Background: an optimization exercise with open tools, aiming at small area. Do not read the settings as production practice.
The RTL was checked by simulation tests, not by an equivalence proof against the original design.
Power and IR drop assume default switching activity.

File: design/flow/config.mk
export PLATFORM = sky130hd
export DESIGN_NAME = fsync
export DESIGN_NICKNAME = fsync
export VERILOG_FILES = /design/flow/design.v
export SDC_FILE = /design/flow/constraint.sdc
export NUM_CORES = 4
export LEC_CHECK = 0
export CAP_MARGIN = 20
export CORE_MARGIN = 2
export CORE_UTILIZATION = 40
export SLEW_MARGIN = 20
File: design/flow/constraint.sdc
create_clock -name core_clock -period 10.0 [get_ports {clk}]
set_input_delay 2.0000 -clock core_clock [delete_from_list [all_inputs] [get_ports {clk}]]
set_output_delay 2.0000 -clock core_clock [all_outputs]
set_load 0.01 [all_outputs]
File: design/flow/design.v
module fsync_crc8_rom (
    input  wire [7:0] addr,
    output reg  [7:0] data
);
  integer k;
  always @(*) begin
    data = addr;
    for (k = 0; k < 8; k = k + 1)
      data = data[7] ? ((data << 1) ^ 8'hD5) : (data << 1);
  end
endmodule
module fsync (
    input  wire        clk,
    input  wire        rst,            
    input  wire        in_valid,
    input  wire [7:0]  in_data,
    output wire        in_ready,
    input  wire        fsm_reset,      
    input  wire        stat_clr,       
    output wire        ev_valid,
    input  wire        ev_ready,
    output wire [1:0]  ev_type,        
    output wire [1:0]  ev_version,
    output wire [7:0]  ev_direction,
    output wire [15:0] ev_code,
    output wire [15:0] ev_size,
    output wire [7:0]  ev_data,
    output wire        err_resource
);
  localparam integer RLB = 8;              
  localparam integer RL  = 1 << RLB;       
  localparam integer NR  = 256 / RL;       
  localparam [3:0] S_IDLE       = 4'd0,
                   S_SAW_DOLLAR = 4'd1,
                   S_DIRECTION  = 4'd2,
                   S_V1_LENGTH  = 4'd3,
                   S_V1_CODE    = 4'd4,
                   S_PAYLOAD    = 4'd5,
                   S_CKS        = 4'd6,
                   S_V2_FLAG    = 4'd7,
                   S_V2_CODE_LO = 4'd8,
                   S_V2_CODE_HI = 4'd9,
                   S_V2_LEN_LO  = 4'd10,
                   S_V2_LEN_HI  = 4'd11;
  localparam [1:0] O_IDLE = 2'd0,
                   O_HDR  = 2'd1,
                   O_PAY  = 2'd2,
                   O_REJ  = 2'd3;
  reg [3:0]     fstate;
  reg [1:0]     ostate;
  reg           v2;           
  reg           dir21;        
  reg           dir3e;        
  reg [15:0]    code;
  reg [8:0]     size;         
  reg [8:0]     index;        
  reg [7:0]     acc;          
  reg [RLB-1:0] phase;        
  reg [7:0]     dreg;         
  reg           dfull;
  reg           err_res;
  wire       accept = in_valid && in_ready && !fsm_reset;
  wire [7:0] b      = in_data;
  wire       first    = (fstate == S_V1_LENGTH) || (fstate == S_V2_FLAG);
  wire [7:0] acc_x    = (first ? 8'h00 : acc) ^ b;
  wire [7:0] acc_crc;
  fsync_crc8_rom u_crc (.addr(acc_x), .data(acc_crc));
  wire [7:0] acc_next = v2 ? acc_crc : acc_x;
  wire       is_dir   = (b == 8'h3C) || (b == 8'h3E) || (b == 8'h21);
  wire [8:0] index_inc = index + 1'b1;
  wire       slot_here = (phase == index[RLB-1:0]);
  wire [7:0] ring_out [0:NR-1];
  wire       wr_pay   = accept && (fstate == S_PAYLOAD);
  genvar r;
  generate
    for (r = 0; r < NR; r = r + 1) begin : g_ring
      reg  [8*RL-1:0] slot;    
      wire            we = wr_pay && ((index[7:0] >> RLB) == r);
      always @(posedge clk)
        slot <= {slot[8*RL-9:0], we ? b : slot[8*RL-1:8*RL-8]};
      assign ring_out[r] = slot[8*RL-1:8*RL-8];
    end
  endgenerate
  always @(posedge clk) begin
    if (rst) phase <= {RLB{1'b0}};
    else     phase <= phase + 1'b1;
  end
  wire check   = accept && (fstate == S_CKS);
  wire good    = check && (b == acc);
  wire bad     = check && (b != acc);
  wire ev_fire = ev_valid && ev_ready;
  wire rd_more = (index != size);
  wire load    = (ostate == O_HDR || ostate == O_PAY) && rd_more && slot_here &&
                 (!dfull || (ostate == O_PAY && ev_fire));
  always @(posedge clk) begin
    if (rst) begin
      fstate  <= S_IDLE;
      ostate  <= O_IDLE;
      dfull   <= 1'b0;
      err_res <= 1'b0;
    end else begin
      case (ostate)
        O_IDLE:
          if (good) begin
            ostate <= O_HDR;
            index  <= 9'd0;
          end else if (bad)
            ostate <= O_REJ;
        O_HDR:
          if (ev_fire) ostate <= (size == 9'd0) ? O_IDLE : O_PAY;
        O_PAY:
          if (ev_fire && !rd_more) ostate <= O_IDLE;
        O_REJ:
          if (ev_fire) ostate <= O_IDLE;
      endcase
      if (load) begin
        dreg  <= ring_out[index[7:0] >> RLB];
        index <= index_inc;
        dfull <= 1'b1;
      end else if (ostate == O_PAY && ev_fire)
        dfull <= 1'b0;
      if (stat_clr)
        err_res <= 1'b0;
      if (fsm_reset) begin
        fstate <= S_IDLE;
      end else if (accept) begin
        acc <= acc_next;
        case (fstate)
          S_IDLE:
            if (b == 8'h24) fstate <= S_SAW_DOLLAR;
          S_SAW_DOLLAR:
            if (b == 8'h4D) begin
              v2     <= 1'b0;
              fstate <= S_DIRECTION;
            end else if (b == 8'h58) begin
              v2     <= 1'b1;
              fstate <= S_DIRECTION;
            end else
              fstate <= S_IDLE;
          S_DIRECTION:
            if (is_dir) begin
              dir21  <= (b == 8'h21);
              dir3e  <= (b == 8'h3E);
              fstate <= v2 ? S_V2_FLAG : S_V1_LENGTH;
            end else
              fstate <= S_IDLE;
          S_V1_LENGTH: begin
            size   <= {1'b0, b};
            index  <= 9'd0;
            fstate <= S_V1_CODE;
          end
          S_V1_CODE: begin
            code   <= {8'h00, b};
            fstate <= (size == 9'd0) ? S_CKS : S_PAYLOAD;
          end
          S_PAYLOAD: begin
            index <= index_inc;
            if (index_inc == size) fstate <= S_CKS;
          end
          S_CKS:
            fstate <= S_IDLE;
          S_V2_FLAG:
            fstate <= S_V2_CODE_LO;
          S_V2_CODE_LO: begin
            code[7:0] <= b;
            fstate    <= S_V2_CODE_HI;
          end
          S_V2_CODE_HI: begin
            code[15:8] <= b;
            fstate     <= S_V2_LEN_LO;
          end
          S_V2_LEN_LO: begin
            size   <= {1'b0, b};
            fstate <= S_V2_LEN_HI;
          end
          S_V2_LEN_HI: begin
            index <= 9'd0;
            if (b == 8'h00)
              fstate <= (size[7:0] == 8'h00) ? S_CKS : S_PAYLOAD;
            else if (b == 8'h01 && size[7:0] == 8'h00) begin
              size[8] <= 1'b1;
              fstate  <= S_PAYLOAD;
            end else begin
              err_res <= 1'b1;
              fstate  <= S_IDLE;
            end
          end
          default:
            fstate <= S_IDLE;
        endcase
      end
    end
  end
  assign in_ready     = (ostate == O_IDLE) && (fstate != S_PAYLOAD || slot_here);
  assign ev_valid     = (ostate == O_HDR) || (ostate == O_REJ) || (ostate == O_PAY && dfull);
  assign ev_type      = {ostate == O_REJ, ostate == O_PAY};
  assign ev_version   = {v2, !v2};
  assign ev_direction = {2'b00, 1'b1, {3{!dir21}}, dir3e, dir21};
  assign ev_code      = code;
  assign ev_size      = {7'd0, size};
  assign ev_data      = dreg;
  assign err_resource = err_res;
endmodule
File: design/flow/run.sh
#!/bin/bash
# synth_recipe.tcl (not shown) runs the flow's synth.tcl, then flattens the netlist and writes it again
# the make line also repeats each setting of config.mk as NAME=value (left out here)
make -C /OpenROAD-flow-scripts/flow DESIGN_CONFIG=/design/flow/config.mk WORK_HOME=/design/flow/orfs CLKGATE_MAP_FILE= SYNTH_SCRIPT=/design/flow/synth_recipe.tcl finish
==> flow_results.xml, run 1 <==
<?xml version="1.0" encoding="UTF-8"?>
<metrics>
  <group name="sta">
    <metric name="fin_crit" unit="ns">4.931</metric>
    <metric name="hold_violations_final" unit="">0</metric>
    <metric name="worst_hold_slack" unit="ns">0.3092</metric>
    <metric name="worst_pin_slew" unit="ns">1.019</metric>
    <metric name="layout_setup_ws" unit="ns">5.069</metric>
    <metric name="slew_headroom" unit="%">31.95</metric>
    <metric name="worst_clock_skew" unit="ns">0.01843</metric>
    <metric name="maxClockFrequency" unit="MHz">202.8</metric>
    <metric name="setup_total_negative_slack" unit="ns">0</metric>
    <metric name="report.final.slew_viol_count" unit="">0</metric>
    <metric name="grt_setup_unrepaired" unit="">no</metric>
    <metric name="setup_viol_count_final" unit="">0</metric>
    <metric name="period_share" unit="%">49.31</metric>
  </group>
  <group name="place">
    <metric name="io_buffer_count" unit="">58</metric>
    <metric name="gpl.final_weighted_congestion" unit="">0.7156</metric>
    <metric name="detailed_place.area" unit="mm2">0.04774</metric>
    <metric name="place_hpwl" unit="um">28160</metric>
    <metric name="detailedPlace.worstSlack" unit="ns">5.156</metric>
    <metric name="placed_cells" unit="">4023</metric>
  </group>
  <group name="critical_path">
    <metric name="reg2regPathDepth" unit="">5</metric>
    <metric name="crit_path_max_fanout" unit="">14</metric>
    <metric name="crit_end_element" unit="">output port</metric>
    <metric name="cp_top_family" unit="">simple AND/OR/NAND/NOR gates</metric>
    <metric name="worstPathCellList" unit="">nand2b_1, or2_2, o21bai_1, and2_1, clkdlybuf4s50_1</metric>
    <metric name="critPathArrivalTime" unit="ns">2.93</metric>
    <metric name="crit_type" unit="">register to output port</metric>
    <metric name="critical-path-slowest-cell" unit="">dfxtp_1</metric>
    <metric name="cp.depth" unit="">5</metric>
    <metric name="critPathBufInv" unit="">1</metric>
    <metric name="required" unit="ns">8.00</metric>
    <metric name="critical_path.max_stage_delay" unit="ns">0.65</metric>
    <metric name="timing.critical_path.from_type" unit="">register</metric>
  </group>
  <group name="yosys">
    <metric name="yosysWarnings" unit="">2</metric>
    <metric name="ys_top_cells_by_area" unit="">dfxtp_1 (91%), edfxtp_1 (3.5%), xnor2_1 (0.67%)</metric>
    <metric name="synthCells" unit="">2492</metric>
    <metric name="mappedNetlistArea" unit="mm2">0.04543</metric>
    <metric name="synth_ff_type" unit="">dfxtp_1</metric>
    <metric name="area_fraction_of_the_dominant_cell_type_after_synthesis" unit="%">90.94</metric>
    <metric name="synth_enable_flop_cells" unit="">53</metric>
    <metric name="flops_latches_synth" unit="">2117</metric>
    <metric name="yosys.cell_count.top_type" unit="">dfxtp_1</metric>
    <metric name="synthDistinctLibCells" unit="">67</metric>
    <metric name="synth.largest_area_cell" unit="">dfxtp_1</metric>
    <metric name="postSynthAreaPerCell" unit="um2">18.23</metric>
    <metric name="synth-seq-area-share" unit="%">94.45</metric>
    <metric name="postSynth.asyncResetShare" unit="%">0</metric>
    <metric name="synth_common_cells" unit="">dfxtp_1 (2064), edfxtp_1 (53), nor2_1 (38)</metric>
  </group>
  <group name="cts">
    <metric name="ctsRootBufferMaster" unit="">clkbuf_16</metric>
    <metric name="cts_inserted_buffers" unit="">184</metric>
    <metric name="tritoncts" unit="">yes</metric>
    <metric name="clk_transition_reported_paths" unit="ns">0.07</metric>
    <metric name="cts_max_level" unit="">4</metric>
    <metric name="post_cts_resize_count" unit="">0</metric>
    <metric name="post_cts_buffers" unit="">0</metric>
    <metric name="clock_tree.buffer_depth" unit="">3</metric>
    <metric name="cts_hold_repair.buffers" unit="">0</metric>
    <metric name="clk_latency" unit="ns">0.75</metric>
    <metric name="clock_sink_count" unit="">2117</metric>
  </group>
  <group name="die">
    <metric name="die-area" unit="mm2">0.1163</metric>
    <metric name="fp.dieW" unit="um">341.0</metric>
    <metric name="die_h" unit="um">341.0</metric>
    <metric name="ios" unit="">69</metric>
    <metric name="floorplan.initialDensity" unit="%">40.33</metric>
    <metric name="placementRows" unit="">123</metric>
    <metric name="core_area" unit="mm2">0.1127</metric>
  </group>
  <group name="final_layout">
    <metric name="fillerInstances" unit="">9244</metric>
    <metric name="seq_area" unit="mm2">0.04291</metric>
    <metric name="finalCoreUtilization" unit="%">47.88</metric>
    <metric name="final_layout_size_suffix_gt1_share" unit="%">11.46</metric>
    <metric name="finalNetCount" unit="">2731</metric>
    <metric name="layout.cell_area.non_filler" unit="mm2">0.05394</metric>
    <metric name="flow.area_growth_from_synthesis" unit="%">18.72</metric>
    <metric name="finalNonFillerCells" unit="">4363</metric>
    <metric name="n_antenna_cell" unit="">0</metric>
    <metric name="multi_input_area" unit="mm2">0.002276</metric>
  </group>
  <group name="global_route">
    <metric name="gr-total-overflow" unit="">0</metric>
    <metric name="global_route_wire_length_before_repair" unit="um">92940</metric>
    <metric name="initial_antenna_violation_count" unit="">0</metric>
    <metric name="pin_count_of_the_biggest_net_entering_global_routing" unit="">24</metric>
    <metric name="first_global_vias" unit="">17430</metric>
    <metric name="track_usage" unit="%">9.859</metric>
  </group>
  <group name="pwr">
    <metric name="totalPowerFinal" unit="mW">15.58</metric>
    <metric name="leakagePower" unit="nW">21.37</metric>
    <metric name="power_per_cell_area" unit="mW/mm2">288.8</metric>
    <metric name="vdd_drop_max" unit="uV">184.9</metric>
  </group>
  <group name="detailed_routing">
    <metric name="routed_wl" unit="um">55370</metric>
    <metric name="final_antenna_net_count" unit="">0</metric>
    <metric name="wl_per_cell" unit="um">12.69</metric>
    <metric name="via_count" unit="">16540</metric>
    <metric name="viasPerCell" unit="">3.791</metric>
    <metric name="detailedRoute.firstIterationViolations" unit="">760</metric>
    <metric name="drc" unit="">0</metric>
    <metric name="dr.pass1.iters" unit="">4</metric>
  </group>
  <group name="min_path">
    <metric name="hp-class" unit="">register to register</metric>
    <metric name="hold-path-cell-count" unit="">0</metric>
  </group>
  <group name="run">
    <metric name="maxCapViolations" unit="">0</metric>
  </group>
  <group name="outcome">
    <metric name="result_of_the_run" unit="">finished clean</metric>
  </group>
</metrics>
## worst register-to-register path, delay by kind of cell (launching register included)
kind / cells / cell delay, ns
compound gates: 2 / 1.21
simple gates: 3 / 1.08
flops: 1 / 0.61
## area by class of cell
type / count / share of cell area (%)
inverter: 21 / 0.1461
sequential: 2117 / 79.55
tap: 1500 / 3.479
clock buffer: 268 / 10.05
timing repair buffer: 61 / 1.132
multi-input combinational: 325 / 4.219
clock inverter: 71 / 1.415
## metal layers
metal,part of all wire [%],GRT usage (%),up-vias
li1,-,-,8342
met1,52,14.04,7734
met2,39,13.47,310
met3,5.2,3.108,156
met4,3.4,4.873,0
met5,0,0,-
## final timing paths
check	startpoint	to	slack (ns)
worst max register to register	fstate[3]	code[5]	6.72
worst max-delay path	fstate[0]	in_ready	5.07
worst min-delay path	g_ring[0].slot[1859]	g_ring[0].slot[1867]	0.31
worst min register to register	g_ring[0].slot[1859]	g_ring[0].slot[1867]	0.31
## power breakdown
part           total, mW  internal (mW)  switching (mW)
Clock               6.96           4.01            2.95
Combinational      0.138         0.0629          0.0753
Sequential          8.48           8.47          0.0100
Total               15.6           12.5            3.03
## layout by cell type (no fill, tap or decap), types with 4 or more instances in the layout
master / Yosys / layout
o21bai_1: 6 / 6
o21ai_0: 15 / 15
and2_1: 10 / 10
a211oi_1: 5 / 5
nand2_1: 25 / 25
clkinv_4: 0 / 5
clkinv_2: 0 / 34
nor4_1: 10 / 10
xnor2_1: 35 / 35
conb_1: 2 / 10
edfxtp_1: 53 / 53
clkdlybuf4s50_1: 0 / 58
clkbuf_16: 0 / 186
bufinv_16: 0 / 8
mux2i_1: 4 / 4
nor3b_1: 5 / 5
inv_1: 21 / 21
nor3_1: 4 / 4
a21oi_1: 20 / 20
clkbuf_1: 14 / 36
nor2_1: 38 / 38
a22oi_1: 6 / 6
and3_1: 10 / 10
inv_6: 0 / 9
dfxtp_1: 2064 / 2064
clkbuf_8: 0 / 46
inv_16: 0 / 4
xor2_1: 29 / 29
nand4_1: 4 / 4
mux2_2: 8 / 8
nand2b_1: 5 / 5
ha_1: 7 / 7
nand3_1: 13 / 13
o22ai_1: 4 / 4
## logic make-up (layout without fill, tap and decap cells)
group,after synthesis,in the layout,share of synthesized area [%]
mux,12,12,0.2864
simple gates,150,150,1.826
flops,2117,2117,94.45
compound gates,78,78,1.192
fa+ha+maj,7,7,0.1928
buf+inv,58,421,0.6361
other cells,2,10,0.01653
xor+xnor,68,68,1.404
## registers in the layout (all words and copies together) (netlist names)
name,cells
acc,8
code,16
dfull,1
dir21,1
dir3e,1
dreg,8
err_res,1
fstate,4
g_ring.slot,2048
index,9
ostate,2
phase,8
size,9
v2,1
==> run 2, diff against run 1 <==
--- a/design/flow/config.mk
+++ b/design/flow/config.mk
@@ -8,4 +8,7 @@
 export CAP_MARGIN = 20
 export CORE_MARGIN = 2
 export CORE_UTILIZATION = 40
+export CTS_BUF_LIST = sky130_fd_sc_hd__clkbuf_16
+export CTS_CLUSTER_DIAMETER = 60
+export CTS_CLUSTER_SIZE = 30
 export SLEW_MARGIN = 20
==> flow_results.xml, run 2 <==
<?xml version="1.0" encoding="UTF-8"?>
<metrics>
  <group name="place">
    <metric name="gpl.final_weighted_congestion" unit="">0.7156</metric>
    <metric name="detailed_place.area" unit="mm2">0.04774</metric>
    <metric name="place_hpwl" unit="um">28160</metric>
    <metric name="detailedPlace.worstSlack" unit="ns">5.156</metric>
    <metric name="io_buffer_count" unit="">58</metric>
  </group>
  <group name="die">
    <metric name="ios" unit="">69</metric>
    <metric name="die_h" unit="um">341.0</metric>
    <metric name="die-area" unit="mm2">0.1163</metric>
    <metric name="fp.dieW" unit="um">341.0</metric>
    <metric name="core_area" unit="mm2">0.1127</metric>
    <metric name="placementRows" unit="">123</metric>
    <metric name="floorplan.initialDensity" unit="%">40.33</metric>
  </group>
  <group name="final_layout">
    <metric name="final_layout_size_suffix_gt1_share" unit="%">7.834</metric>
    <metric name="n_antenna_cell" unit="">0</metric>
    <metric name="largest_register_ffs" unit="">2048</metric>
    <metric name="layout_top_registers" unit="">g_ring.slot (2048), code (16)</metric>
    <metric name="top_register" unit="">g_ring.slot</metric>
    <metric name="seq_area" unit="mm2">0.04291</metric>
    <metric name="flow.area_growth_from_synthesis" unit="%">13.97</metric>
    <metric name="finalNetCount" unit="">2653</metric>
    <metric name="layout.cells.most_common" unit="">dfxtp_1</metric>
    <metric name="final_cell_mix" unit="">dfxtp_1 (2064), clkbuf_16 (109), clkdlybuf4s50_1 (58), edfxtp_1 (53), nor2_1 (38)</metric>
    <metric name="finalCoreUtilization" unit="%">45.97</metric>
    <metric name="multi_input_area" unit="mm2">0.002276</metric>
    <metric name="layout.cell_area.non_filler" unit="mm2">0.05178</metric>
    <metric name="fillerInstances" unit="">9446</metric>
  </group>
  <group name="yosys">
    <metric name="synthCells" unit="">2492</metric>
    <metric name="synth_enable_flop_cells" unit="">53</metric>
    <metric name="synth_common_cells" unit="">dfxtp_1 (2064), edfxtp_1 (53), nor2_1 (38)</metric>
    <metric name="yosysWarnings" unit="">2</metric>
    <metric name="postSynth.asyncResetShare" unit="%">0</metric>
    <metric name="synth-seq-area-share" unit="%">94.45</metric>
    <metric name="synthDistinctLibCells" unit="">67</metric>
    <metric name="synth.largest_area_cell" unit="">dfxtp_1</metric>
    <metric name="mappedNetlistArea" unit="mm2">0.04543</metric>
    <metric name="ys_top_cells_by_area" unit="">dfxtp_1 (91%), edfxtp_1 (3.5%), xnor2_1 (0.67%)</metric>
    <metric name="area_fraction_of_the_dominant_cell_type_after_synthesis" unit="%">90.94</metric>
    <metric name="flops_latches_synth" unit="">2117</metric>
    <metric name="synth_ff_type" unit="">dfxtp_1</metric>
    <metric name="postSynthAreaPerCell" unit="um2">18.23</metric>
    <metric name="yosys.cell_count.top_type" unit="">dfxtp_1</metric>
  </group>
  <group name="cts">
    <metric name="cts_max_level" unit="">3</metric>
    <metric name="clk_latency" unit="ns">0.70</metric>
    <metric name="clk_transition_reported_paths" unit="ns">0.10</metric>
    <metric name="cts_hold_repair.buffers" unit="">0</metric>
    <metric name="cts_inserted_buffers" unit="">106</metric>
    <metric name="ctsRootBufferMaster" unit="">clkbuf_16</metric>
    <metric name="clock_sink_count" unit="">2117</metric>
    <metric name="post_cts_buffers" unit="">0</metric>
    <metric name="post_cts_resize_count" unit="">0</metric>
    <metric name="clock_tree.buffer_depth" unit="">3</metric>
    <metric name="tritoncts" unit="">yes</metric>
  </group>
  <group name="pwr">
    <metric name="power_per_cell_area" unit="mW/mm2">267.9</metric>
    <metric name="share_comb_of_total_power" unit="%">1.0</metric>
    <metric name="clock_power_share" unit="%">37.9</metric>
    <metric name="power.switching_fraction" unit="%">20.83</metric>
    <metric name="leakagePower" unit="nW">20.26</metric>
    <metric name="share_seq_of_total_power" unit="%">61.1</metric>
    <metric name="vdd_drop_max" unit="uV">161.5</metric>
    <metric name="internal-power" unit="mW">10.98</metric>
    <metric name="net-switching-power" unit="mW">2.890</metric>
  </group>
  <group name="sta">
    <metric name="fin_crit" unit="ns">4.869</metric>
    <metric name="report.final.slew_viol_count" unit="">0</metric>
    <metric name="worst_clock_skew" unit="ns">0.02922</metric>
    <metric name="slew_headroom" unit="%">32.39</metric>
    <metric name="maxClockFrequency" unit="MHz">205.4</metric>
    <metric name="grt_setup_unrepaired" unit="">no</metric>
    <metric name="period_share" unit="%">48.69</metric>
    <metric name="setup_total_negative_slack" unit="ns">0</metric>
    <metric name="layout_setup_ws" unit="ns">5.131</metric>
    <metric name="setup_viol_count_final" unit="">0</metric>
    <metric name="worst_pin_slew" unit="ns">1.012</metric>
    <metric name="hold_violations_final" unit="">0</metric>
  </group>
  <group name="detailed_routing">
    <metric name="routed_wl" unit="um">53040</metric>
    <metric name="final_antenna_net_count" unit="">0</metric>
    <metric name="detailedRoute.firstIterationViolations" unit="">751</metric>
    <metric name="via_count" unit="">15940</metric>
    <metric name="drc" unit="">0</metric>
    <metric name="wl_per_cell" unit="um">12.57</metric>
    <metric name="viasPerCell" unit="">3.779</metric>
    <metric name="dr.pass1.iters" unit="">4</metric>
  </group>
  <group name="global_route">
    <metric name="global_route_wire_length_before_repair" unit="um">88680</metric>
    <metric name="initial_antenna_violation_count" unit="">0</metric>
    <metric name="first_global_vias" unit="">16510</metric>
    <metric name="track_usage" unit="%">9.310</metric>
    <metric name="pin_count_of_the_biggest_net_entering_global_routing" unit="">32</metric>
    <metric name="gr-total-overflow" unit="">0</metric>
  </group>
  <group name="critical_path">
    <metric name="critPathBufInv" unit="">1</metric>
    <metric name="crit_path_max_fanout" unit="">14</metric>
    <metric name="crit_end_element" unit="">output port</metric>
    <metric name="critical_path.max_stage_delay" unit="ns">0.65</metric>
    <metric name="critical-path-slowest-cell" unit="">dfxtp_1</metric>
    <metric name="required" unit="ns">8.00</metric>
    <metric name="critPathArrivalTime" unit="ns">2.87</metric>
    <metric name="cp_top_family" unit="">simple AND/OR/NAND/NOR gates</metric>
    <metric name="timing.critical_path.from_type" unit="">register</metric>
    <metric name="worstPathCellList" unit="">nand2b_1, or2_2, o21bai_1, and2_1, clkdlybuf4s50_1</metric>
    <metric name="crit_type" unit="">register to output port</metric>
  </group>
  <group name="min_path">
    <metric name="hp-class" unit="">register to register</metric>
  </group>
  <group name="outcome">
    <metric name="result_of_the_run" unit="">finished clean</metric>
  </group>
  <group name="run">
    <metric name="maxCapViolations" unit="">0</metric>
  </group>
</metrics>
run 2: layout make-up:
type | count | share of cell area [%]
repair buffers | 61 | 1.179
clock inverters | 86 | 2.515
multi-input cells | 325 | 4.395
inverters | 21 | 0.1522
clock buffers | 109 | 5.267
well taps | 1500 | 3.624
flip-flops and latches | 2117 | 82.87
run 2: logic make-up after synthesis:
group                      count (synthesis)  synth area share [%]
buffers and inverters                     58                0.6361
AOI/OAI and AO/OA                         78                 1.192
muxes                                     12                0.2864
other                                      2               0.01653
and+or+nand+nor                          150                 1.826
xor gates and xnor gates                  68                 1.404
DFF                                     2117                 94.45
adders and majority gates                  7                0.1928
run 2: path summary, 6_finish.rpt:
check                               to  slack (ns)                 start  cells after the start
setup reg to reg               code[7]        6.72             fstate[3]                      5
setup / recovery              in_ready        5.13             fstate[0]                      5
hold reg to reg   g_ring[0].slot[1867]        0.31  g_ring[0].slot[1859]                      0
hold / removal    g_ring[0].slot[1867]        0.31  g_ring[0].slot[1859]                      0
run 2: power by group through the flow:
stage | sequential [mW] | clock [mW] | combinational, mW
2_1_floorplan | 8.67 | 0 | 0.102
3_5_place_dp | 8.67 | 0 | 0.139
5_1_grt | 8.48 | 5.75 | 0.153
4_1_cts | 8.48 | 5.44 | 0.140
6_report | 8.47 | 5.26 | 0.139
3_3_place_gp | 8.67 | 0 | 0.139
run 2: per-stage QoR:
| step | hold WS (ns) | cells | power (mW) |
|---|---|---|---|
| floorplan | 0.3096 | 2500 | 8.769 |
| finish | 0.3119 | 4219 | 13.87 |
| global route | 0.3073 | 4219 | 14.38 |
| global placement | 0.3105 | 4023 | 8.811 |
| detailed placement | 0.3121 | 4023 | 8.811 |
| CTS | 0.3066 | 4218 | 14.05 |
run 2: layer usage:
metal	vias up	part of all wire, %	global-route usage (%)
met5	-	0	0
met2	219	39	13.00
met3	111	4.5	2.340
met4	0	2.8	3.772
li1	8124	-	-
met1	7489	53	13.73
==> run 3, diff against run 2 <==
--- a/design/flow/design.v
+++ b/design/flow/design.v
@@ -53,11 +53,10 @@
   reg           dir3e;        
   reg [15:0]    code;
   reg [8:0]     size;         
-  reg [8:0]     index;        
+  reg [8:0]     cnt;          
   reg [7:0]     acc;          
   reg [RLB-1:0] phase;        
-  reg [7:0]     dreg;         
-  reg           dfull;
+  reg           dfull;        
   reg           err_res;
   wire       accept = in_valid && in_ready && !fsm_reset;
   wire [7:0] b      = in_data;
@@ -67,15 +66,18 @@
   fsync_crc8_rom u_crc (.addr(acc_x), .data(acc_crc));
   wire [7:0] acc_next = v2 ? acc_crc : acc_x;
   wire       is_dir   = (b == 8'h3C) || (b == 8'h3E) || (b == 8'h21);
-  wire [8:0] index_inc = index + 1'b1;
-  wire       slot_here = (phase == index[RLB-1:0]);
+  wire [8:0] cnt_inc   = cnt + 1'b1;
+  wire       cnt_end   = &cnt;
+  wire       slot_here = (phase == cnt[RLB-1:0]);
+  wire       size_lo0  = (size[7:0] == 8'h00);
+  wire [8:0] cnt_start = {~((fstate == S_V2_LEN_HI) ? b[0] : size[8]), ~size[7:0]};
   wire [7:0] ring_out [0:NR-1];
   wire       wr_pay   = accept && (fstate == S_PAYLOAD);
   genvar r;
   generate
     for (r = 0; r < NR; r = r + 1) begin : g_ring
       reg  [8*RL-1:0] slot;    
-      wire            we = wr_pay && ((index[7:0] >> RLB) == r);
+      wire            we = wr_pay && ((cnt[7:0] >> RLB) == r);
       always @(posedge clk)
         slot <= {slot[8*RL-9:0], we ? b : slot[8*RL-1:8*RL-8]};
       assign ring_out[r] = slot[8*RL-1:8*RL-8];
@@ -89,7 +91,7 @@
   wire good    = check && (b == acc);
   wire bad     = check && (b != acc);
   wire ev_fire = ev_valid && ev_ready;
-  wire rd_more = (index != size);
+  wire rd_more = !cnt_end;
   wire load    = (ostate == O_HDR || ostate == O_PAY) && rd_more && slot_here &&
                  (!dfull || (ostate == O_PAY && ev_fire));
   always @(posedge clk) begin
@@ -103,19 +105,19 @@
         O_IDLE:
           if (good) begin
             ostate <= O_HDR;
-            index  <= 9'd0;
+            cnt    <= cnt_start;
           end else if (bad)
             ostate <= O_REJ;
         O_HDR:
-          if (ev_fire) ostate <= (size == 9'd0) ? O_IDLE : O_PAY;
+          if (ev_fire) ostate <= rd_more ? O_PAY : O_IDLE;
         O_PAY:
           if (ev_fire && !rd_more) ostate <= O_IDLE;
         O_REJ:
           if (ev_fire) ostate <= O_IDLE;
       endcase
       if (load) begin
-        dreg  <= ring_out[index[7:0] >> RLB];
-        index <= index_inc;
+        acc   <= ring_out[cnt[7:0] >> RLB];
+        cnt   <= cnt_inc;
         dfull <= 1'b1;
       end else if (ostate == O_PAY && ev_fire)
         dfull <= 1'b0;
@@ -146,16 +148,16 @@
               fstate <= S_IDLE;
           S_V1_LENGTH: begin
             size   <= {1'b0, b};
-            index  <= 9'd0;
             fstate <= S_V1_CODE;
           end
           S_V1_CODE: begin
             code   <= {8'h00, b};
-            fstate <= (size == 9'd0) ? S_CKS : S_PAYLOAD;
+            cnt    <= cnt_start;
+            fstate <= size_lo0 ? S_CKS : S_PAYLOAD;
           end
           S_PAYLOAD: begin
-            index <= index_inc;
-            if (index_inc == size) fstate <= S_CKS;
+            cnt <= cnt_inc;
+            if (&cnt_inc) fstate <= S_CKS;
           end
           S_CKS:
             fstate <= S_IDLE;
@@ -174,10 +176,10 @@
             fstate <= S_V2_LEN_HI;
           end
           S_V2_LEN_HI: begin
-            index <= 9'd0;
+            cnt <= cnt_start;
             if (b == 8'h00)
-              fstate <= (size[7:0] == 8'h00) ? S_CKS : S_PAYLOAD;
-            else if (b == 8'h01 && size[7:0] == 8'h00) begin
+              fstate <= size_lo0 ? S_CKS : S_PAYLOAD;
+            else if (b == 8'h01 && size_lo0) begin
               size[8] <= 1'b1;
               fstate  <= S_PAYLOAD;
             end else begin
@@ -198,6 +200,6 @@
   assign ev_direction = {2'b00, 1'b1, {3{!dir21}}, dir3e, dir21};
   assign ev_code      = code;
   assign ev_size      = {7'd0, size};
-  assign ev_data      = dreg;
+  assign ev_data      = acc;
   assign err_resource = err_res;
 endmodule
--- a/design/flow/config.mk
+++ b/design/flow/config.mk
@@ -7,8 +7,8 @@
 export LEC_CHECK = 0
 export CAP_MARGIN = 20
 export CORE_MARGIN = 2
-export CORE_UTILIZATION = 40
+export CORE_UTILIZATION = 55
 export CTS_BUF_LIST = sky130_fd_sc_hd__clkbuf_16
-export CTS_CLUSTER_DIAMETER = 60
+export CTS_CLUSTER_DIAMETER = 120
 export CTS_CLUSTER_SIZE = 30
 export SLEW_MARGIN = 20
==> flow_results.xml, run 3 <==
<?xml version="1.0" encoding="UTF-8"?>
<metrics>
  <group name="cts">
    <metric name="cts_hold_repair.buffers" unit="">0</metric>
    <metric name="ctsRootBufferMaster" unit="">clkbuf_16</metric>
    <metric name="clk_latency" unit="ns">0.66</metric>
    <metric name="post_cts_resize_count" unit="">0</metric>
    <metric name="tritoncts" unit="">yes</metric>
    <metric name="clock_tree.buffer_depth" unit="">3</metric>
    <metric name="cts_max_level" unit="">3</metric>
    <metric name="post_cts_buffers" unit="">0</metric>
    <metric name="cts_inserted_buffers" unit="">80</metric>
    <metric name="clk_transition_reported_paths" unit="ns">0.11</metric>
    <metric name="clock_sink_count" unit="">2109</metric>
  </group>
  <group name="critical_path">
    <metric name="critical-path-slowest-cell" unit="">dfxtp_1</metric>
    <metric name="crit_type" unit="">register to output port</metric>
    <metric name="worstPathCellList" unit="">nor2b_1, buf_4, nand2_1, o21bai_1, and2_1, clkdlybuf4s50_1</metric>
    <metric name="timing.critical_path.from_type" unit="">register</metric>
    <metric name="crit_end_element" unit="">output port</metric>
    <metric name="critical_path.max_stage_delay" unit="ns">0.70</metric>
    <metric name="crit_path_max_fanout" unit="">16</metric>
    <metric name="critPathArrivalTime" unit="ns">3.19</metric>
    <metric name="required" unit="ns">8.00</metric>
  </group>
  <group name="yosys">
    <metric name="synthCells" unit="">2494</metric>
    <metric name="synth_common_cells" unit="">dfxtp_1 (2064), edfxtp_1 (45), nor2_1 (37)</metric>
    <metric name="ys_top_cells_by_area" unit="">dfxtp_1 (91%), edfxtp_1 (3.0%), xnor2_1 (0.66%)</metric>
    <metric name="yosys.cell_count.top_type" unit="">dfxtp_1</metric>
    <metric name="yosysWarnings" unit="">2</metric>
    <metric name="synth.largest_area_cell" unit="">dfxtp_1</metric>
    <metric name="synthDistinctLibCells" unit="">63</metric>
    <metric name="postSynthAreaPerCell" unit="um2">18.17</metric>
    <metric name="flops_latches_synth" unit="">2109</metric>
    <metric name="synth_enable_flop_cells" unit="">45</metric>
    <metric name="mappedNetlistArea" unit="mm2">0.04531</metric>
    <metric name="postSynth.asyncResetShare" unit="%">0</metric>
    <metric name="synth_ff_type" unit="">dfxtp_1</metric>
    <metric name="synth-seq-area-share" unit="%">94.17</metric>
    <metric name="area_fraction_of_the_dominant_cell_type_after_synthesis" unit="%">91.19</metric>
  </group>
  <group name="sta">
    <metric name="report.final.slew_viol_count" unit="">0</metric>
    <metric name="setup_total_negative_slack" unit="ns">0</metric>
    <metric name="worst_pin_slew" unit="ns">0.9778</metric>
    <metric name="maxClockFrequency" unit="MHz">192.6</metric>
    <metric name="slew_headroom" unit="%">34.31</metric>
    <metric name="worst_clock_skew" unit="ns">0.03246</metric>
    <metric name="setup_viol_count_final" unit="">0</metric>
    <metric name="hold_violations_final" unit="">0</metric>
    <metric name="period_share" unit="%">51.92</metric>
    <metric name="fin_crit" unit="ns">5.192</metric>
    <metric name="grt_setup_unrepaired" unit="">no</metric>
  </group>
  <group name="final_layout">
    <metric name="layout_top_registers" unit="">g_ring.slot (2048), code (16)</metric>
    <metric name="final_cell_mix" unit="">dfxtp_1 (2064), clkbuf_16 (83), clkdlybuf4s50_1 (58), edfxtp_1 (45), nor2_1 (37)</metric>
    <metric name="flow.area_growth_from_synthesis" unit="%">8.635</metric>
    <metric name="largest_register_ffs" unit="">2048</metric>
    <metric name="layout.cells.most_common" unit="">dfxtp_1</metric>
    <metric name="finalNonFillerCells" unit="">3686</metric>
    <metric name="layout.cell_area.non_filler" unit="mm2">0.04922</metric>
    <metric name="final_layout_size_suffix_gt1_share" unit="%">4.283</metric>
    <metric name="top_register" unit="">g_ring.slot</metric>
    <metric name="finalNetCount" unit="">2625</metric>
  </group>
  <group name="global_route">
    <metric name="global_route_wire_length_before_repair" unit="um">86630</metric>
    <metric name="initial_antenna_violation_count" unit="">0</metric>
    <metric name="track_usage" unit="%">12.58</metric>
    <metric name="first_global_vias" unit="">15870</metric>
    <metric name="pin_count_of_the_biggest_net_entering_global_routing" unit="">32</metric>
    <metric name="gr-total-overflow" unit="">0</metric>
  </group>
  <group name="min_path">
    <metric name="hp-class" unit="">register to register</metric>
  </group>
  <group name="outcome">
    <metric name="result_of_the_run" unit="">finished clean</metric>
  </group>
  <group name="detailed_routing">
    <metric name="final_antenna_net_count" unit="">0</metric>
    <metric name="drc" unit="">0</metric>
    <metric name="detailedRoute.firstIterationViolations" unit="">829</metric>
    <metric name="via_count" unit="">15660</metric>
    <metric name="wl_per_cell" unit="um">14.22</metric>
    <metric name="routed_wl" unit="um">52420</metric>
    <metric name="dr.pass1.iters" unit="">4</metric>
    <metric name="viasPerCell" unit="">4.249</metric>
  </group>
  <group name="die">
    <metric name="die_h" unit="um">291.0</metric>
    <metric name="core_area" unit="mm2">0.08185</metric>
    <metric name="floorplan.initialDensity" unit="%">55.36</metric>
    <metric name="ios" unit="">69</metric>
    <metric name="fp.dieW" unit="um">291.0</metric>
    <metric name="placementRows" unit="">105</metric>
    <metric name="die-area" unit="mm2">0.08470</metric>
  </group>
  <group name="place">
    <metric name="io_buffer_count" unit="">58</metric>
    <metric name="place_hpwl" unit="um">27820</metric>
    <metric name="placed_cells" unit="">3590</metric>
    <metric name="gpl.final_weighted_congestion" unit="">0.7291</metric>
    <metric name="detailed_place.area" unit="mm2">0.04702</metric>
  </group>
  <group name="pwr">
    <metric name="vdd_drop_max" unit="uV">160.5</metric>
    <metric name="leakagePower" unit="nW">19.38</metric>
    <metric name="power_per_cell_area" unit="mW/mm2">254.7</metric>
  </group>
  <group name="run">
    <metric name="maxCapViolations" unit="">0</metric>
  </group>
</metrics>
run 3: cell types whose count changed after synthesis, sizes merged, moves of 8 or more:
| cell | previous run | this run |
|---|---|---|
| xor2 | 29 | 15 |
| nand2 | 25 | 36 |
| a31oi | 0 | 8 |
| edfxtp | 53 | 45 |
| nor2b | 2 | 10 |
run 3: final cells by class:
class,count,area [um2]
sequential,2109,42670
fill,5936,32620
multi-input combinational,336,2362
clock buffer,83,2077
tap,1070,1339
timing repair buffer,60,595.6
clock inverter,12,121.4
inverter,15,56.30
antenna,1,2.502
run 3: final timing paths:
check                                    startpoint                   to  slack, ns  depth (start not counted)
worst max-delay path                      fstate[0]             in_ready       4.81                          6
worst min-delay path            g_ring[0].slot[258]  g_ring[0].slot[266]       0.33                          0
worst max register to register            fstate[1]             code[11]       5.98                          7
worst min register to register  g_ring[0].slot[258]  g_ring[0].slot[266]       0.33                          0
run 3: cell families after synthesis:
family,Yosys count,share of synthesized area (%)
xor gates and xnor gates,56,1.298
buffers and inverters,57,0.6931
adders and majority gates,9,0.2485
AOI/OAI and AO/OA,76,1.160
DFF,2109,94.17
and+or+nand+nor,164,1.916
muxes,21,0.4970
other,2,0.01657
run 3: where the power goes:
| group | leakage [nW] | switching, mW | internal [mW] | total (mW) |
|---|---|---|---|---|
| clock | 1.10 | 2.27 | 1.52 | 3.79 |
| sequential | 17.0 | 0.0275 | 8.44 | 8.47 |
| combinational | 1.26 | 0.142 | 0.140 | 0.282 |
run 3: through the flow:
step	total power [mW]	setup slack (ns)	hold WS [ns]	util, %
after CTS	12.68	4.717	0.3248	60.13
after global placement	8.949	4.776	0.3111	57.45
final	12.54	4.808	0.3271	60.14
after global routing	13.00	4.626	0.3287	60.14
after detailed placement	8.947	4.815	0.3121	57.45
after floorplan	8.853	6.198	0.3096	-
run 3: critical path, delay by kind of cell, from the launching register on:
kind | cells | cell delay, ns
and+or+nand+nor | 3 | 0.73
AOI/OAI and AO/OA | 1 | 0.43
DFF | 1 | 0.70
buffers and inverters | 2 | 0.68
run 3: metal layers:
layer	vias to the layer above	track usage [%]	wire length, um
met5	-	0	0
met4	0	4.120	1024
met3	87	2.848	2290
met2	206	17.48	20640
met1	7382	19.45	28470
li1	7987	-	-
==> run 4, diff against run 3 <==
--- a/design/flow/config.mk
+++ b/design/flow/config.mk
@@ -7,8 +7,8 @@
 export LEC_CHECK = 0
 export CAP_MARGIN = 20
 export CORE_MARGIN = 2
-export CORE_UTILIZATION = 55
+export CORE_UTILIZATION = 40
 export CTS_BUF_LIST = sky130_fd_sc_hd__clkbuf_16
-export CTS_CLUSTER_DIAMETER = 120
-export CTS_CLUSTER_SIZE = 30
+export CTS_CLUSTER_DIAMETER = 100
+export CTS_CLUSTER_SIZE = 32
 export SLEW_MARGIN = 20
==> flow_results.xml, run 4 <==
<?xml version="1.0" encoding="UTF-8"?>
<metrics>
  <group name="final_layout">
    <metric name="largest_register_ffs" unit="">2048</metric>
    <metric name="layout_top_registers" unit="">g_ring.slot (2048), code (16)</metric>
    <metric name="multi_input_area" unit="mm2">0.002357</metric>
    <metric name="flow.area_growth_from_synthesis" unit="%">9.510</metric>
    <metric name="n_antenna_cell" unit="">0</metric>
    <metric name="layout.cells.most_common" unit="">dfxtp_1</metric>
    <metric name="layout.cell_area.non_filler" unit="mm2">0.04962</metric>
    <metric name="finalNetCount" unit="">2620</metric>
    <metric name="top_register" unit="">g_ring.slot</metric>
    <metric name="fillerInstances" unit="">9538</metric>
    <metric name="final_cell_mix" unit="">dfxtp_1 (2064), clkbuf_16 (77), clkdlybuf4s50_1 (58), edfxtp_1 (45), nor2_1 (37)</metric>
    <metric name="final_layout_size_suffix_gt1_share" unit="%">4.104</metric>
    <metric name="seq_area" unit="mm2">0.04267</metric>
  </group>
  <group name="sta">
    <metric name="fin_crit" unit="ns">5.762</metric>
    <metric name="slew_headroom" unit="%">28.77</metric>
    <metric name="maxClockFrequency" unit="MHz">173.6</metric>
    <metric name="grt_setup_unrepaired" unit="">no</metric>
    <metric name="setup_total_negative_slack" unit="ns">0</metric>
    <metric name="setup_viol_count_final" unit="">0</metric>
    <metric name="report.final.slew_viol_count" unit="">0</metric>
    <metric name="worst_hold_slack" unit="ns">0.3258</metric>
    <metric name="hold_violations_final" unit="">0</metric>
    <metric name="worst_clock_skew" unit="ns">0.02213</metric>
    <metric name="period_share" unit="%">57.61</metric>
    <metric name="worst_pin_slew" unit="ns">1.060</metric>
  </group>
  <group name="pwr">
    <metric name="leakagePower" unit="nW">19.30</metric>
    <metric name="internal-power" unit="mW">10.01</metric>
    <metric name="power_per_cell_area" unit="mW/mm2">251.0</metric>
    <metric name="totalPowerFinal" unit="mW">12.45</metric>
    <metric name="share_seq_of_total_power" unit="%">68.0</metric>
    <metric name="share_comb_of_total_power" unit="%">2.3</metric>
    <metric name="vdd_drop_max" unit="uV">141.6</metric>
    <metric name="clock_power_share" unit="%">29.8</metric>
    <metric name="net-switching-power" unit="mW">2.442</metric>
    <metric name="power.switching_fraction" unit="%">19.61</metric>
  </group>
  <group name="die">
    <metric name="ios" unit="">69</metric>
    <metric name="die_h" unit="um">340.6</metric>
    <metric name="fp.dieW" unit="um">340.6</metric>
    <metric name="placementRows" unit="">123</metric>
    <metric name="die-area" unit="mm2">0.1160</metric>
    <metric name="floorplan.initialDensity" unit="%">40.28</metric>
    <metric name="core_area" unit="mm2">0.1125</metric>
  </group>
  <group name="critical_path">
    <metric name="worstReg2RegEnd" unit="">size[0]</metric>
    <metric name="timing.reg2reg.setup_slack" unit="ns">5.59</metric>
    <metric name="setup.worst_path.end" unit="">in_ready</metric>
    <metric name="crit_path_max_fanout" unit="">16</metric>
    <metric name="required" unit="ns">8.00</metric>
    <metric name="worst_r2r_startpoint" unit="">fstate[1]</metric>
    <metric name="crit_type" unit="">register to output port</metric>
    <metric name="cp-startpoint" unit="">fstate[0]</metric>
    <metric name="crit_end_element" unit="">output port</metric>
    <metric name="critPathArrivalTime" unit="ns">3.76</metric>
    <metric name="reg2regPathDepth" unit="">6</metric>
    <metric name="timing.critical_path.from_type" unit="">register</metric>
  </group>
  <group name="outcome">
    <metric name="result_of_the_run" unit="">finished clean</metric>
  </group>
  <group name="global_route">
    <metric name="first_global_vias" unit="">16210</metric>
    <metric name="gr-total-overflow" unit="">0</metric>
    <metric name="track_usage" unit="%">9.429</metric>
    <metric name="global_route_wire_length_before_repair" unit="um">89100</metric>
    <metric name="initial_antenna_violation_count" unit="">0</metric>
    <metric name="pin_count_of_the_biggest_net_entering_global_routing" unit="">34</metric>
  </group>
  <group name="yosys">
    <metric name="synthDistinctLibCells" unit="">63</metric>
    <metric name="ys_top_cells_by_area" unit="">dfxtp_1 (91%), edfxtp_1 (3.0%), xnor2_1 (0.66%)</metric>
    <metric name="synth_enable_flop_cells" unit="">45</metric>
    <metric name="synth.largest_area_cell" unit="">dfxtp_1</metric>
    <metric name="area_fraction_of_the_dominant_cell_type_after_synthesis" unit="%">91.19</metric>
    <metric name="mappedNetlistArea" unit="mm2">0.04531</metric>
    <metric name="synth-seq-area-share" unit="%">94.17</metric>
    <metric name="synth_common_cells" unit="">dfxtp_1 (2064), edfxtp_1 (45), nor2_1 (37)</metric>
    <metric name="postSynth.asyncResetShare" unit="%">0</metric>
    <metric name="synth_ff_type" unit="">dfxtp_1</metric>
    <metric name="flops_latches_synth" unit="">2109</metric>
    <metric name="yosysWarnings" unit="">2</metric>
    <metric name="synthCells" unit="">2494</metric>
    <metric name="postSynthAreaPerCell" unit="um2">18.17</metric>
    <metric name="yosys.cell_count.top_type" unit="">dfxtp_1</metric>
  </group>
  <group name="cts">
    <metric name="clock_tree.buffer_depth" unit="">3</metric>
    <metric name="clk_latency" unit="ns">0.66</metric>
    <metric name="cts_hold_repair.buffers" unit="">0</metric>
    <metric name="cts_inserted_buffers" unit="">77</metric>
    <metric name="post_cts_resize_count" unit="">0</metric>
    <metric name="cts_max_level" unit="">3</metric>
    <metric name="ctsRootBufferMaster" unit="">clkbuf_16</metric>
    <metric name="tritoncts" unit="">yes</metric>
    <metric name="post_cts_buffers" unit="">0</metric>
    <metric name="clk_transition_reported_paths" unit="ns">0.12</metric>
    <metric name="clock_sink_count" unit="">2109</metric>
  </group>
  <group name="run">
    <metric name="maxCapViolations" unit="">0</metric>
  </group>
  <group name="detailed_routing">
    <metric name="wl_per_cell" unit="um">13.20</metric>
    <metric name="viasPerCell" unit="">3.831</metric>
    <metric name="drc" unit="">0</metric>
    <metric name="detailedRoute.firstIterationViolations" unit="">876</metric>
    <metric name="dr.pass1.iters" unit="">4</metric>
    <metric name="routed_wl" unit="um">54210</metric>
    <metric name="via_count" unit="">15730</metric>
    <metric name="final_antenna_net_count" unit="">0</metric>
  </group>
  <group name="min_path">
    <metric name="holdCritStartpoint" unit="">g_ring[0].slot[1461]</metric>
    <metric name="hold-path-cell-count" unit="">0</metric>
    <metric name="hp-class" unit="">register to register</metric>
  </group>
  <group name="place">
    <metric name="detailed_place.area" unit="mm2">0.04754</metric>
    <metric name="gpl.final_weighted_congestion" unit="">0.7495</metric>
    <metric name="place_hpwl" unit="um">29250</metric>
    <metric name="io_buffer_count" unit="">58</metric>
  </group>
</metrics>
## run 4: cell types whose count changed in the layout (fill, tap and decap cells not counted), moves of 2 or more
cell / previous run / this run
inv_6: 1 / 3
inv_1: 22 / 18
buf_4: 2 / 0
clkinv_8: 1 / 3
clkbuf_16: 83 / 77
## run 4: through the flow
step	utilization, %	setup WS, ns	instances
2_1_floorplan	-	6.198	2502
3_3_place_gp	42.26	4.654	4018
3_5_place_dp	42.26	4.582	4018
4_1_cts	44.11	4.100	4107
5_1_grt	44.11	3.983	4107
6_report	44.11	4.239	4107
## run 4: final cells by class
cell class              instances  area share [%]
flip-flops and latches       2109           85.99
multi-input cells             336           4.751
clock buffers                  77           3.883
well taps                    1500           3.782
repair buffers                 58           1.170
clock inverters                12          0.3076
inverters                      15          0.1135
## run 4: routing by layer
layer	wire length [um]	vias up	part of all wire [%]	global-route usage, %
li1	-	7988	-	-
met1	28470	7422	53	13.93
met2	22000	223	41	13.54
met3	2174	101	4.0	1.872
met4	1568	0	2.9	3.818
met5	0	-	0	0
## run 4: power groups by stage
stage | sequential [mW] | combinational (mW) | clock [mW]
3_5_place_dp | 8.66 | 0.286 | 0
6_report | 8.47 | 0.281 | 3.71
3_3_place_gp | 8.66 | 0.286 | 0
4_1_cts | 8.47 | 0.288 | 3.87
5_1_grt | 8.47 | 0.312 | 4.16
2_1_floorplan | 8.65 | 0.204 | 0
## run 4: worst min-delay path by stage
| stage | slack [ns] | end |
|---|---|---|
| 4_1_cts | 0.32 | g_ring[0].slot[641] |
| 3_5_place_dp | 0.31 | g_ring[0].slot[1023] |
| 3_3_place_gp | 0.31 | g_ring[0].slot[2039] |
| 2_1_floorplan | 0.31 | g_ring[0].slot[1000] |
| 5_1_grt | 0.32 | g_ring[0].slot[475] |
| 6_report | 0.33 | g_ring[0].slot[1469] |
## run 4: cells by family (layout without fill, tap and decap cells)
logic type	Yosys count	in the layout	synth area share, %
AO/OA/AOI/OAI	76	76	1.160
flip-flops	2109	2109	94.17
other	2	10	0.01657
XOR/XNOR	56	56	1.298
AND/OR/NAND/NOR	164	164	1.916
adder cells (fa/ha/maj)	9	9	0.2485
multiplexers	21	21	0.4970
buffers and inverters	57	162	0.6931
## run 4: critical path, cell delays in order (launching register included)
cell and delay (ns):
dfxtp_1 0.70, nor2b_1 0.72, nand2_1 0.53, o21bai_1 0.45
and2_1 0.23, clkdlybuf4s50_1 0.47
==> run 5, diff against run 4 <==
--- a/design/flow/config.mk
+++ b/design/flow/config.mk
@@ -10,5 +10,5 @@
 export CORE_UTILIZATION = 40
 export CTS_BUF_LIST = sky130_fd_sc_hd__clkbuf_16
 export CTS_CLUSTER_DIAMETER = 100
-export CTS_CLUSTER_SIZE = 32
+export CTS_CLUSTER_SIZE = 28
 export SLEW_MARGIN = 20
==> flow_results.xml, run 5 <==
<?xml version="1.0" encoding="UTF-8"?>
<metrics>
  <group name="detailed_routing">
    <metric name="routedLengthMet1" unit="um">28490</metric>
    <metric name="via_count" unit="">15790</metric>
    <metric name="met3WireLength" unit="um">2213</metric>
    <metric name="route.met2.wl" unit="um">21970</metric>
    <metric name="viasPerCell" unit="">3.831</metric>
    <metric name="top_signal_layer_used" unit="">met4</metric>
    <metric name="dr.pass1.iters" unit="">5</metric>
    <metric name="detailedRoute.firstIterationViolations" unit="">800</metric>
    <metric name="wl_per_cell" unit="um">13.17</metric>
    <metric name="routed_wl" unit="um">54270</metric>
    <metric name="drc" unit="">0</metric>
    <metric name="final_antenna_net_count" unit="">0</metric>
  </group>
  <group name="sta">
    <metric name="report.final.slew_viol_count" unit="">0</metric>
    <metric name="fin_crit" unit="ns">5.773</metric>
    <metric name="slew_headroom" unit="%">28.91</metric>
    <metric name="period_share" unit="%">57.73</metric>
    <metric name="worst_pin_slew" unit="ns">1.066</metric>
    <metric name="worst_clock_skew" unit="ns">0.01629</metric>
    <metric name="setup_viol_count_final" unit="">0</metric>
    <metric name="setup_total_negative_slack" unit="ns">0</metric>
    <metric name="maxClockFrequency" unit="MHz">173.2</metric>
    <metric name="grt_setup_unrepaired" unit="">no</metric>
    <metric name="hold_violations_final" unit="">0</metric>
  </group>
  <group name="place">
    <metric name="placed_cells" unit="">4018</metric>
    <metric name="io_buffer_count" unit="">58</metric>
    <metric name="gpl.final_weighted_congestion" unit="">0.7495</metric>
    <metric name="place_hpwl" unit="um">29250</metric>
  </group>
  <group name="yosys">
    <metric name="mappedNetlistArea" unit="mm2">0.04531</metric>
    <metric name="synth.largest_area_cell" unit="">dfxtp_1</metric>
    <metric name="synth_common_cells" unit="">dfxtp_1 (2064), edfxtp_1 (45), nor2_1 (37)</metric>
    <metric name="yosysWarnings" unit="">2</metric>
    <metric name="flops_latches_synth" unit="">2109</metric>
    <metric name="area_fraction_of_the_dominant_cell_type_after_synthesis" unit="%">91.19</metric>
    <metric name="postSynth.asyncResetShare" unit="%">0</metric>
    <metric name="postSynthAreaPerCell" unit="um2">18.17</metric>
    <metric name="synthCells" unit="">2494</metric>
    <metric name="ys_top_cells_by_area" unit="">dfxtp_1 (91%), edfxtp_1 (3.0%), xnor2_1 (0.66%)</metric>
    <metric name="synthDistinctLibCells" unit="">63</metric>
    <metric name="synth_ff_type" unit="">dfxtp_1</metric>
    <metric name="synth-seq-area-share" unit="%">94.17</metric>
    <metric name="synth_enable_flop_cells" unit="">45</metric>
    <metric name="yosys.cell_count.top_type" unit="">dfxtp_1</metric>
  </group>
  <group name="final_layout">
    <metric name="finalNetCount" unit="">2630</metric>
    <metric name="flow.area_growth_from_synthesis" unit="%">10.23</metric>
    <metric name="final_layout_size_suffix_gt1_share" unit="%">4.618</metric>
    <metric name="finalCoreUtilization" unit="%">44.40</metric>
    <metric name="largest_register_ffs" unit="">2048</metric>
    <metric name="finalNonFillerCells" unit="">4120</metric>
    <metric name="top_register" unit="">g_ring.slot</metric>
    <metric name="layout.cells.most_common" unit="">dfxtp_1</metric>
    <metric name="layout_top_registers" unit="">g_ring.slot (2048), code (16)</metric>
    <metric name="n_antenna_cell" unit="">0</metric>
    <metric name="fillerInstances" unit="">9518</metric>
    <metric name="seq_area" unit="mm2">0.04267</metric>
    <metric name="multi_input_area" unit="mm2">0.002357</metric>
    <metric name="final_cell_mix" unit="">dfxtp_1 (2064), clkbuf_16 (89), clkdlybuf4s50_1 (58), edfxtp_1 (45), nor2_1 (37)</metric>
  </group>
  <group name="pwr">
    <metric name="totalPowerFinal" unit="mW">12.70</metric>
    <metric name="leakagePower" unit="nW">19.45</metric>
    <metric name="vdd_drop_max" unit="uV">153.8</metric>
    <metric name="power_per_cell_area" unit="mW/mm2">254.4</metric>
  </group>
  <group name="critical_path">
    <metric name="critPathArrivalTime" unit="ns">3.77</metric>
    <metric name="crit_end_element" unit="">output port</metric>
    <metric name="crit_type" unit="">register to output port</metric>
    <metric name="timing.critical_path.from_type" unit="">register</metric>
    <metric name="required" unit="ns">8.00</metric>
    <metric name="crit_path_max_fanout" unit="">16</metric>
  </group>
  <group name="cts">
    <metric name="cts_max_level" unit="">3</metric>
    <metric name="clock_tree.buffer_depth" unit="">3</metric>
    <metric name="cts_hold_repair.buffers" unit="">0</metric>
    <metric name="post_cts_resize_count" unit="">0</metric>
    <metric name="clock_sink_count" unit="">2109</metric>
    <metric name="ctsRootBufferMaster" unit="">clkbuf_16</metric>
    <metric name="post_cts_buffers" unit="">0</metric>
    <metric name="clk_latency" unit="ns">0.66</metric>
    <metric name="clk_transition_reported_paths" unit="ns">0.09</metric>
    <metric name="tritoncts" unit="">yes</metric>
    <metric name="cts_inserted_buffers" unit="">87</metric>
  </group>
  <group name="global_route">
    <metric name="pin_count_of_the_biggest_net_entering_global_routing" unit="">30</metric>
    <metric name="global_route_wire_length_before_repair" unit="um">88950</metric>
    <metric name="track_usage" unit="%">9.425</metric>
    <metric name="gr-total-overflow" unit="">0</metric>
    <metric name="first_global_vias" unit="">16280</metric>
    <metric name="initial_antenna_violation_count" unit="">0</metric>
  </group>
  <group name="outcome">
    <metric name="result_of_the_run" unit="">finished clean</metric>
  </group>
  <group name="die">
    <metric name="fp.dieW" unit="um">340.6</metric>
    <metric name="die-area" unit="mm2">0.1160</metric>
    <metric name="core_area" unit="mm2">0.1125</metric>
    <metric name="placementRows" unit="">123</metric>
    <metric name="die_h" unit="um">340.6</metric>
    <metric name="ios" unit="">69</metric>
    <metric name="floorplan.initialDensity" unit="%">40.28</metric>
  </group>
  <group name="min_path">
    <metric name="hp-class" unit="">register to register</metric>
  </group>
  <group name="run">
    <metric name="maxCapViolations" unit="">0</metric>
  </group>
</metrics>
==> run 5: cell type report <==
cell class / instances / share of cell area, %
clock inverters: 13 / 0.3532
inverters: 15 / 0.1127
multi-input cells: 336 / 4.720
clock buffers: 89 / 4.459
well taps: 1500 / 3.758
repair buffers: 58 / 1.162
flip-flops and latches: 2109 / 85.44
==> run 5: worst paths after layout <==
kind / slack, ns / end / start / cells after the start
worst min-delay path: 0.32 / g_ring[0].slot[1513] / g_ring[0].slot[1505] / 0
worst max-delay path: 4.23 / in_ready / fstate[0] / 5
worst min register to register: 0.32 / g_ring[0].slot[1513] / g_ring[0].slot[1505] / 0
worst max register to register: 5.57 / size[0] / fstate[1] / 6
==> run 5: per-layer routing <==
metal | up-vias | global-route usage [%]
met1 | 7443 | 13.82
met2 | 229 | 13.59
met3 | 109 | 1.888
li1 | 8004 | -
met5 | - | 0
met4 | 0 | 3.910
==> run 5: metrics by stage <==
| step | setup WS [ns] | hold slack [ns] | instance area [um2] |
|---|---|---|---|
| 2_1_floorplan | 6.198 | 0.3096 | 45340 |
| 3_3_place_gp | 4.654 | 0.3108 | 47540 |
| 3_5_place_dp | 4.582 | 0.3121 | 47540 |
| 4_1_cts | 4.115 | 0.3239 | 49950 |
| 5_1_grt | 4.007 | 0.3227 | 49950 |
| 6_report | 4.227 | 0.3224 | 49950 |
==> run 5: cell families (layout without fill, tap and decap cells) <==
logic type / count (synthesis) / in the layout / synth area share, %
compound gates: 76 / 76 / 1.160
xor+xnor: 56 / 56 / 1.298
fa+ha+maj: 9 / 9 / 0.2485
buf+inv: 57 / 175 / 0.6931
flops: 2109 / 2109 / 94.17
mux: 21 / 21 / 0.4970
other cells: 2 / 10 / 0.01657
simple gates: 164 / 164 / 1.916
==> run 5: worst max-delay path, cell delays in order (launching register included) <==
cell and delay, ns:
dfxtp_1 0.70, nor2b_1 0.72, nand2_1 0.54, o21bai_1 0.44, and2_1 0.23, clkdlybuf4s50_1 0.47
==> run 5: where the power goes <==
group | leakage [nW] | switching [mW] | internal, mW | total, mW
Clock | 1.18 | 2.32 | 1.64 | 3.96
Combinational | 1.25 | 0.141 | 0.140 | 0.281
Sequential | 17.0 | 0.0260 | 8.44 | 8.46
Total | 19.5 | 2.49 | 10.2 | 12.7
==> run 6, diff against run 5 <==
==> design/flow/flow/run.sh (new file) <==
#!/bin/bash
set -euo pipefail
export CTS_ARGS="-sink_clustering_enable -repair_clock_nets -sink_clustering_size 28 -sink_clustering_max_diameter 100 -buf_list sky130_fd_sc_hd__clkbuf_16 -dont_use_dummy_load"
export BUFFER_PORTS_ARGS="-buffer_cell sky130_fd_sc_hd__buf_1"
bash standard.sh finish > standard_flow.log 2>&1
==> design/flow/standard.sh (new file) <==
#!/bin/bash
# synth_recipe.tcl (not shown) runs the flow's synth.tcl, then flattens the netlist and writes it again
# the make line also repeats each setting of config.mk as NAME=value (left out here)
make -C /OpenROAD-flow-scripts/flow DESIGN_CONFIG=/design/flow/config.mk WORK_HOME=/design/flow/orfs CLKGATE_MAP_FILE= SYNTH_SCRIPT=/design/flow/synth_recipe.tcl "${@:-finish}"
--- a/design/flow/config.mk
+++ b/design/flow/config.mk
@@ -8,7 +8,4 @@
 export CAP_MARGIN = 20
 export CORE_MARGIN = 2
 export CORE_UTILIZATION = 40
-export CTS_BUF_LIST = sky130_fd_sc_hd__clkbuf_16
-export CTS_CLUSTER_DIAMETER = 100
-export CTS_CLUSTER_SIZE = 28
 export SLEW_MARGIN = 20
removed: design/flow/run.sh
==> flow_results.xml, run 6 <==
<?xml version="1.0" encoding="UTF-8"?>
<metrics>
  <group name="sta">
    <metric name="report.final.slew_viol_count" unit="">0</metric>
    <metric name="layout_setup_ws" unit="ns">4.653</metric>
    <metric name="hold_violations_final" unit="">0</metric>
    <metric name="worst_pin_slew" unit="ns">1.003</metric>
    <metric name="worst_clock_skew" unit="ns">0.05560</metric>
    <metric name="fin_crit" unit="ns">5.347</metric>
    <metric name="slew_headroom" unit="%">32.63</metric>
    <metric name="setup_viol_count_final" unit="">0</metric>
  </group>
  <group name="yosys">
    <metric name="yosysWarnings" unit="">2</metric>
    <metric name="synth_ff_type" unit="">dfxtp_1</metric>
    <metric name="yosys.cell_count.top_type" unit="">dfxtp_1</metric>
    <metric name="synth.largest_area_cell" unit="">dfxtp_1</metric>
    <metric name="synthCells" unit="">2494</metric>
    <metric name="area_fraction_of_the_dominant_cell_type_after_synthesis" unit="%">91.19</metric>
    <metric name="postSynthAreaPerCell" unit="um2">18.17</metric>
    <metric name="synthDistinctLibCells" unit="">63</metric>
    <metric name="postSynth.asyncResetShare" unit="%">0</metric>
    <metric name="synth_common_cells" unit="">dfxtp_1 (2064), edfxtp_1 (45), nor2_1 (37)</metric>
    <metric name="ys_top_cells_by_area" unit="">dfxtp_1 (91%), edfxtp_1 (3.0%), xnor2_1 (0.66%)</metric>
    <metric name="mappedNetlistArea" unit="mm2">0.04531</metric>
    <metric name="synth-seq-area-share" unit="%">94.17</metric>
  </group>
  <group name="pwr">
    <metric name="share_seq_of_total_power" unit="%">67.7</metric>
    <metric name="power_per_cell_area" unit="mW/mm2">253.4</metric>
    <metric name="vdd_drop_max" unit="uV">122.0</metric>
    <metric name="clock_power_share" unit="%">30.2</metric>
    <metric name="share_comb_of_total_power" unit="%">2.1</metric>
  </group>
  <group name="detailed_routing">
    <metric name="viasPerCell" unit="">3.844</metric>
    <metric name="dr.pass1.iters" unit="">4</metric>
    <metric name="wl_per_cell" unit="um">12.99</metric>
    <metric name="via_count" unit="">15780</metric>
    <metric name="routed_wl" unit="um">53320</metric>
  </group>
  <group name="global_route">
    <metric name="pin_count_of_the_biggest_net_entering_global_routing" unit="">29</metric>
    <metric name="track_usage" unit="%">9.339</metric>
    <metric name="global_route_wire_length_before_repair" unit="um">88310</metric>
    <metric name="gr-total-overflow" unit="">0</metric>
    <metric name="initial_antenna_violation_count" unit="">0</metric>
  </group>
  <group name="cts">
    <metric name="tritoncts" unit="">yes</metric>
    <metric name="clock_tree.buffer_depth" unit="">3</metric>
    <metric name="post_cts_buffers" unit="">0</metric>
    <metric name="clock_sink_count" unit="">2109</metric>
    <metric name="cts_hold_repair.buffers" unit="">0</metric>
    <metric name="clk_latency" unit="ns">0.65</metric>
    <metric name="clk_transition_reported_paths" unit="ns">0.10</metric>
    <metric name="ctsRootBufferMaster" unit="">clkbuf_16</metric>
  </group>
  <group name="die">
    <metric name="die-area" unit="mm2">0.1160</metric>
    <metric name="ios" unit="">69</metric>
    <metric name="placementRows" unit="">123</metric>
    <metric name="floorplan.initialDensity" unit="%">40.28</metric>
  </group>
  <group name="final_layout">
    <metric name="finalCoreUtilization" unit="%">43.86</metric>
    <metric name="largest_register_ffs" unit="">2048</metric>
    <metric name="layout.cells.most_common" unit="">dfxtp_1</metric>
    <metric name="final_cell_mix" unit="">dfxtp_1 (2064), clkbuf_16 (86), buf_1 (58), edfxtp_1 (45), nor2_1 (37)</metric>
    <metric name="top_register" unit="">g_ring.slot</metric>
    <metric name="flow.area_growth_from_synthesis" unit="%">8.897</metric>
    <metric name="final_layout_size_suffix_gt1_share" unit="%">4.184</metric>
  </group>
  <group name="critical_path">
    <metric name="critical_path.max_stage_delay" unit="ns">0.74</metric>
    <metric name="timing.reg2reg.setup_slack" unit="ns">5.72</metric>
    <metric name="cp_top_family" unit="">simple AND/OR/NAND/NOR gates</metric>
    <metric name="crit_path_max_fanout" unit="">16</metric>
    <metric name="worstPathCellList" unit="">nor2b_1, nand2_1, o21bai_1, and2_1, buf_1</metric>
    <metric name="timing.critical_path.from_type" unit="">register</metric>
    <metric name="worstReg2RegEnd" unit="">code[13]</metric>
    <metric name="crit_end_element" unit="">output port</metric>
    <metric name="critPathBufInv" unit="">1</metric>
  </group>
  <group name="min_path">
    <metric name="holdCritStartpoint" unit="">g_ring[0].slot[431]</metric>
    <metric name="hold_path_end" unit="">g_ring[0].slot[439]</metric>
    <metric name="hold-path-cell-count" unit="">0</metric>
    <metric name="hp-class" unit="">register to register</metric>
  </group>
  <group name="outcome">
    <metric name="result_of_the_run" unit="">finished clean</metric>
  </group>
  <group name="place">
    <metric name="detailedPlace.worstSlack" unit="ns">5.032</metric>
    <metric name="io_buffer_count" unit="">58</metric>
  </group>
</metrics>
## run 6: kinds of logic after synthesis
family	after synthesis	synth area share, %
xor+xnor	56	1.298
flops	2109	94.17
fa+ha+maj	9	0.2485
buf+inv	57	0.6931
compound gates	76	1.160
mux	21	0.4970
other cells	2	0.01657
simple gates	164	1.916
## run 6: worst max path at each step
| stage | start | slack (ns) | cells after the start | end |
|---|---|---|---|---|
| 6_report | fstate[0] | 4.65 | 5 | in_ready |
| 3_3_place_gp | fsm_reset | 5.10 | 5 | size[1] |
| 3_5_place_dp | fsm_reset | 5.03 | 5 | code[12] |
| 5_1_grt | fstate[0] | 4.36 | 5 | in_ready |
| 2_1_floorplan | in_data[5] | 6.20 | 8 | cnt[6] |
| 4_1_cts | fstate[0] | 4.55 | 5 | in_ready |
## run 6: layout make-up
class,instances,area [um2]
fillers,9546,63160
clock buffers,86,2152
multi-input cells,336,2362
repair buffers,59,225.2
flip-flops and latches,2109,42670
well taps,1500,1877
inverters,15,56.30
## run 6: power groups by stage
stage	sequential (mW)	clock (mW)	combinational, mW
4_1_cts	8.46	3.93	0.271
3_3_place_gp	8.66	0	0.267
3_5_place_dp	8.66	0	0.270
6_report	8.46	3.78	0.267
5_1_grt	8.47	4.22	0.292
2_1_floorplan	8.65	0	0.204
## run 6: routing by layer
metal  GRT usage (%)  part of all wire [%]
met5               0                     0
met4           3.901                   2.8
met3           1.766                   3.7
met2           13.46                    41
met1           13.77                    53
## run 6: through the flow
step           cells  instance area, um2  hold WS, ns
6_report        4105               49340       0.2939
2_1_floorplan   2502               45340       0.3096
3_5_place_dp    4019               47190       0.3121
3_3_place_gp    4019               47190       0.3119
5_1_grt         4105               49340       0.3070
4_1_cts         4105               49340       0.2965

==> static timing again, ports no longer ideal <==
No port has a modelled driver above. Below, the same layouts with a new extraction and two added sets of constraints.
Step 1: set_driving_cell puts a clkbuf_16 on clk and a buf_2 on each other input, an assumption about the parent block.
Step 2 times the ports against the registers' clock, not the clock port: input delays grow and output delays shrink by t, the midpoint of the rising clock arrivals with the driver on.
a / b / c = ideal ports / drivers / drivers and shift; a / b = the first two.
run | t, ns | setup slack, ns
run 1 | 0.801 | 5.069 / 5.011 / 5.192
run 2 | 0.747 | 5.131 / 5.073 / 5.197
run 3 | 0.706 | 4.808 / 4.749 / 4.889
run 4 | 0.710 | 4.238 / 4.172 / 4.633
run 5 | 0.718 | 4.227 / 4.160 / 4.623
run 6 | 0.693 | 4.653 / 4.589 / 5.083
After both steps setup and hold are still met in every run listed.
